What follows belongs to an exercise in optimizing a design on an open flow for small area, a short achievable clock period and few clock cycles per item; a production flow would make more cautious choices.
At most, simulation tests tie the RTL to the original design; equivalence was not proved.
Power figures rest on the tool's default switching activity, not on a simulated workload.

// fce_tx
module fce_tx (
    input  wire        clk,
    input  wire        rst,
    input  wire        reg_wr,
    input  wire [4:0]  reg_addr,
    input  wire [31:0] reg_wdata,
    output reg  [31:0] reg_rdata,
    output wire        busy,
    output reg         mem_en,
    output reg  [3:0]  mem_we,
    output reg  [9:0]  mem_addr,
    output reg  [31:0] mem_wdata,
    input  wire [31:0] mem_rdata
);
clock: 6.5 ns
lec_check: 0
abc_area: 1
cap_margin: 20
core_margin: 2
core_utilization: 45
place_density: 0.6
setup_slack_margin: 1.8
slew_margin: 20
run.sh (not shown) runs the stock make flow with config.mk's settings and CLKGATE_MAP_FILE= SYNTH_SCRIPT=/design/flow/synth_recipe.tcl, a recipe that flattens the netlist after the stock synthesis.
Testbench counts at the start, summed over its fixed seeds: cycles 40,519, commands 908.
Edit:
SETUP_SLACK_MARGIN = 2.4   (was 1.8)
After rerunning:
- non-clock buffer count increases by 182
- wire length increases by 5.9%
- power increases by 10%
- final cell count increases by about 3%
- design area increases by 9.9%
- combinational power increases by 32%
- area after synthesis does not change
- core utilization increases by 5.3 points
- die area stays the same
Edit:
ABC_AREA = default   (was 1)
Result: The new run completed with no timing, DRC or antenna violations. Routed wire length came out lower by 1.0%. Via count fell by 3.9%. Count of clock-buffer cells in the layout goes up by 13. Design area decreases by 2.8%. Die area is lower by 1.4%. Setup slack degrades by 350 ps. Utilization decreases by 0.67 points. Worst hold slack degrades by 5.7 ps. First-iteration DRC count goes up by 13%.
Edit:
ABC_AREA = 1   (was default)
SETUP_SLACK_MARGIN = 2.2   (was 2.4)
Result: Utilization fell by 2.0 points. Routed wire length is higher slightly. Final area shrinks slightly. Combinational power is higher to 3.3 times its value. Synthesized area rose slightly. Final cell count rises by roughly a tenth. Non-clock buffer count shrinks by 108. Sequential share of layout area came out higher by 0.41 points. Die area climbs slightly.

* * *

alpha:
fce_tx, a different RTL version from the one above (not shown whole).
For scale: roughly 4600 cells after synthesis, about 510 flip-flops, ~150 I/O pins, about 36000 sq um of cells after synthesis.
Design fce_tx, start of the top module:
module fce_tx (
    input  wire        clk,
    input  wire        rst,
    input  wire        reg_wr,
    input  wire [4:0]  reg_addr,
    input  wire [31:0] reg_wdata,
    output reg  [31:0] reg_rdata,
    output wire        busy,
    output reg         mem_en,
    output reg  [3:0]  mem_we,
    output reg  [9:0]  mem_addr,
    output reg  [31:0] mem_wdata,
    input  wire [31:0] mem_rdata
);
    localparam [7:0] OP_NOP     = 8'h00;
    localparam [7:0] OP_ETH_ADD = 8'h01;
    localparam [7:0] OP_IP_ADD  = 8'h02;
    localparam [7:0] OP_UDP_ADD = 8'h03;
    localparam [7:0] OP_TCP_ADD = 8'h04;
    localparam [7:0] OP_CSUM    = 8'h08;
    localparam [4:0] R_CMD      = 5'h00;
    localparam [4:0] R_STATUS   = 5'h01;
    localparam [4:0] R_RESULT   = 5'h02;
    localparam [4:0] R_A0       = 5'h08;
    localparam [4:0] R_A1       = 5'h09;
    localparam [4:0] R_A2       = 5'h0A;
    localparam [4:0] R_A3       = 5'h0B;
    localparam [4:0] R_A4       = 5'h0C;
    localparam [4:0] R_A5       = 5'h0D;
    localparam [4:0] R_MAC_HI   = 5'h10;
    localparam [4:0] R_MAC_LO   = 5'h11;
    localparam [4:0] R_IP_ADDR  = 5'h12;
    localparam [4:0] R_IP_IDENT = 5'h13;
    localparam [4:0] R_IP_TTL   = 5'h14;
    localparam [4:0] R_TCP_MSS  = 5'h15;
    reg [31:0] cmd_q;
    reg [2:0]  errcode;     
    reg        sticky;
    reg [15:0] result;      
    reg [31:0] a0, a1, a2, a3, a4, a5;
    reg [31:0] mac_hi;
    reg [15:0] mac_lo;
    reg [31:0] ip_addr;
    reg [15:0] ip_ident;
    reg [7:0]  ip_ttl;
    reg [15:0] tcp_mss;
    reg        run;                                
    reg        chk;                                
    reg        t_eth, t_ip, t_udp, t_tcp, t_csum;  
    reg        rd_act;      
    reg        rfirst;      
    reg [8:0]  rptr;        
    reg [9:0]  rrem;        
    reg [1:0]  elane;       
    reg [3:0]  mask_q;      
    reg [15:0] acc;         
    reg [2:0]  ac;          
    reg        tact;        
    reg [3:0]  ti;          
    reg        tq_v;        
    reg        crdy;        
    reg [2:0]  hj;          
    reg [8:0]  waddr;       
    reg [31:0] xq;          
    reg        xw;          
    reg [3:0]  weq;         
  ...
==> flow/config.mk <==
export PLATFORM = sky130hd
export DESIGN_NAME = fce_tx
export DESIGN_NICKNAME = fce_tx
export VERILOG_FILES = /design/flow/design.v
export SDC_FILE = /design/flow/constraint.sdc
export NUM_CORES = 4
export LEC_CHECK = 0
export CAP_MARGIN = 20
export CORE_MARGIN = 2
export CORE_UTILIZATION = 45
export PLACE_DENSITY = 0.6
export SETUP_SLACK_MARGIN = 2.4
export SLEW_MARGIN = 20
==> flow/constraint.sdc <==
create_clock -name core_clock -period 6.5 [get_ports {clk}]
set_input_delay 1.3000 -clock core_clock [delete_from_list [all_inputs] [get_ports {clk}]]
set_output_delay 1.3000 -clock core_clock [all_outputs]
set_load 0.01 [all_outputs]
The following lists how beta was set up differently from alpha:
--- a/flow/config.mk
+++ b/flow/config.mk
@@ -13,0 +14 @@
+export TNS_END_PERCENT = 10
Notes after the runs:
Count of clock-buffer cells in the layout shrinks by more than 10% when moving from alpha to beta. Design area improves in beta relative to alpha. On slew at the pin closest to its max-slew limit: between beta and alpha, it ends up higher for alpha. Between beta and alpha, the depth of the worst register-to-register path is lower for beta.
No functional check of the RTL was part of any run of this note.

* * *

## job 1106
fce_tx with an RTL version that a note above also has.
Size in the first run: roughly 150 I/O pins.
// fce_tx
module fce_tx (
    input  wire        clk,
    input  wire        rst,
    input  wire        reg_wr,
    input  wire [4:0]  reg_addr,
    input  wire [31:0] reg_wdata,
    output reg  [31:0] reg_rdata,
    output wire        busy,
    output reg         mem_en,
    output reg  [3:0]  mem_we,
    output reg  [9:0]  mem_addr,
    output reg  [31:0] mem_wdata,
    input  wire [31:0] mem_rdata
);
Settings: LEC_CHECK=0, CAP_MARGIN=20, CORE_MARGIN=2, CORE_UTILIZATION=45, PLACE_DENSITY=0.6, SETUP_SLACK_MARGIN=2.3, SLEW_MARGIN=20; clock period 6.5 ns.
Testbench counts of job 1106, summed over its fixed seeds: cycles 40,519, commands 908.
Modified inputs, job 9645 compared to job 1106
# job 1106
export LEC_CHECK = 0
export CAP_MARGIN = 20
export CORE_MARGIN = 2
export CORE_UTILIZATION = 45
export PLACE_DENSITY = 0.6
export SETUP_SLACK_MARGIN = 2.3
export SLEW_MARGIN = 20
create_clock -name core_clock -period 6.5 [get_ports {clk}]
# job 9645
export LEC_CHECK = 0
export CAP_MARGIN = 10
export CORE_MARGIN = 2
export CORE_UTILIZATION = 45
export PLACE_DENSITY = 0.6
export SETUP_SLACK_MARGIN = 2.4
export SLEW_MARGIN = 10
create_clock -name core_clock -period 6.5 [get_ports {clk}]
- Delta (job 9645 minus job 1106): power after layout barely changed, clock tree buffer count of the final layout dropped 1.1%, shortest clock period the worst path allows after layout climbed 55 ps.
- Total iterations of the first detailed-routing run ended up 3 lower on job 9645 than on job 1106.
- Job 9645 has post-synthesis to final-layout area growth above what job 1106 had.
- Per the comparison of job 9645 with job 1106, setup slack -55 ps; layout net count saw a decrease.
- Diff job 1106 -> job 9645: period utilization increased 0.84 points, clock group power ~0 delta, horizontal die dimension was more or less identical, peak supply drop shows a reduction of 0.030 mV.
diff inputs: job 9645 => job 1218
# job 9645
export LEC_CHECK = 0
export CAP_MARGIN = 10
export CORE_MARGIN = 2
export CORE_UTILIZATION = 45
export PLACE_DENSITY = 0.6
export SETUP_SLACK_MARGIN = 2.4
export SLEW_MARGIN = 10
create_clock -name core_clock -period 6.5 [get_ports {clk}]
# job 1218
export LEC_CHECK = 0
export ABC_AREA = 1
export CAP_MARGIN = 20
export CORE_MARGIN = 2
export CORE_UTILIZATION = 45
export PLACE_DENSITY = 0.6
export SETUP_SLACK_MARGIN = 2.6
export SLEW_MARGIN = 20
create_clock -name core_clock -period 6.5 [get_ports {clk}]
==> summary.txt <==
Effective utilization at floorplan: job 1218 vs job 9645 — no meaningful difference. in -> out as the category of the critical setup timing path was reported by job 1218, and in -> reg by job 9645. Taking job 9645 as the reference, in job 1218 xor and xnor fraction of the mapped netlist area went down by 0.87 points; width of the die went up by 0.70%; post-route worst hold slack went up by 18 ps; final worst slack went up by 260 ps. Between job 9645 and job 1218, relative contribution of the clock network to total power decreased. Changes observed in job 1218 relative to job 9645: count of inverters other than clock inverters in the layout now larger, wire length reported by the detailed router shows an increase of 4700 um, fraction of final layout cells sized beyond drive strength 1 rose by 0.85 points, share of the synthesized area in compound gates (AO/OA/AOI/OAI) saw a decrease. The register-to-register path setup slack in job 1218 sits 260 ps above the value recorded for job 9645. Job 9645 reached the end of the flow, and the finished layout is clean on the timing, design-rule and antenna checks. Job 1218 finished every step from synthesis to the final layout, and the layout passed the timing, design-rule and antenna checks.

==> static timing again, ports no longer ideal <==
Ports are ideal in the flow. The routed layouts listed here were re-timed in OpenROAD. Step 1: set_driving_cell puts a clkbuf_16 on clk and a buf_2 on each other input, an assumption about the parent block. Step 2 adds t to the input delays and takes it off the output delays; t is the mean of the earliest and latest rising clock arrival at the registers after step 1. Input paths then give back, and output paths get back, about the clock's delay inside the block. Slacks: ideal / step 1 / step 2; pairs: ideal / step 1.
| run | shift t [ns] | setup WS [ns] | hold slack, ns | worst setup path after step 2 | cell pins on the clock port's net |
|---|---|---|---|---|---|
| the first run of note 1 | 0.718 | 1.798 / 1.772 / 1.217 | 0.469 / 0.469 / 0.469 | input to register | 1 |
| the second run of note 1 | 0.718 | 2.144 / 2.097 / 1.487 | 0.472 / 0.472 / 0.472 | input to register | 1 |
| the third run of note 1 | 0.739 | 1.795 / 1.797 / 1.107 | 0.467 / 0.467 / 0.467 | input to register | 1 |
| the fourth run of note 1 | 0.732 | 2.009 / 2.043 / 1.311 | 0.475 / 0.475 / 0.475 | input to register | 1 |
| alpha | 0.725 | 1.947 / 1.947 / 1.322 | 0.458 / 0.458 / 0.458 | input to register | 1 |
| beta | 0.728 | 1.780 / 1.717 / 1.234 | 0.461 / 0.461 / 0.461 | input to register | 1 |
| job 1106 | 0.722 | 1.845 / 1.827 / 1.173 | 0.460 / 0.460 / 0.460 | input to register | 1 |
| job 9645 | 0.734 | 1.790 / 1.798 / 1.097 | 0.468 / 0.468 / 0.468 | input to register | 1 |
| job 1218 | 0.744 | 2.051 / 1.987 / 1.357 | 0.485 / 0.485 / 0.485 | input to register | 1 |
After both steps every run listed still meets setup and hold. The setup slack of the fourth run of note 1, which loses most, moves by +0.034 ns with the drivers and by -0.698 ns with both steps.
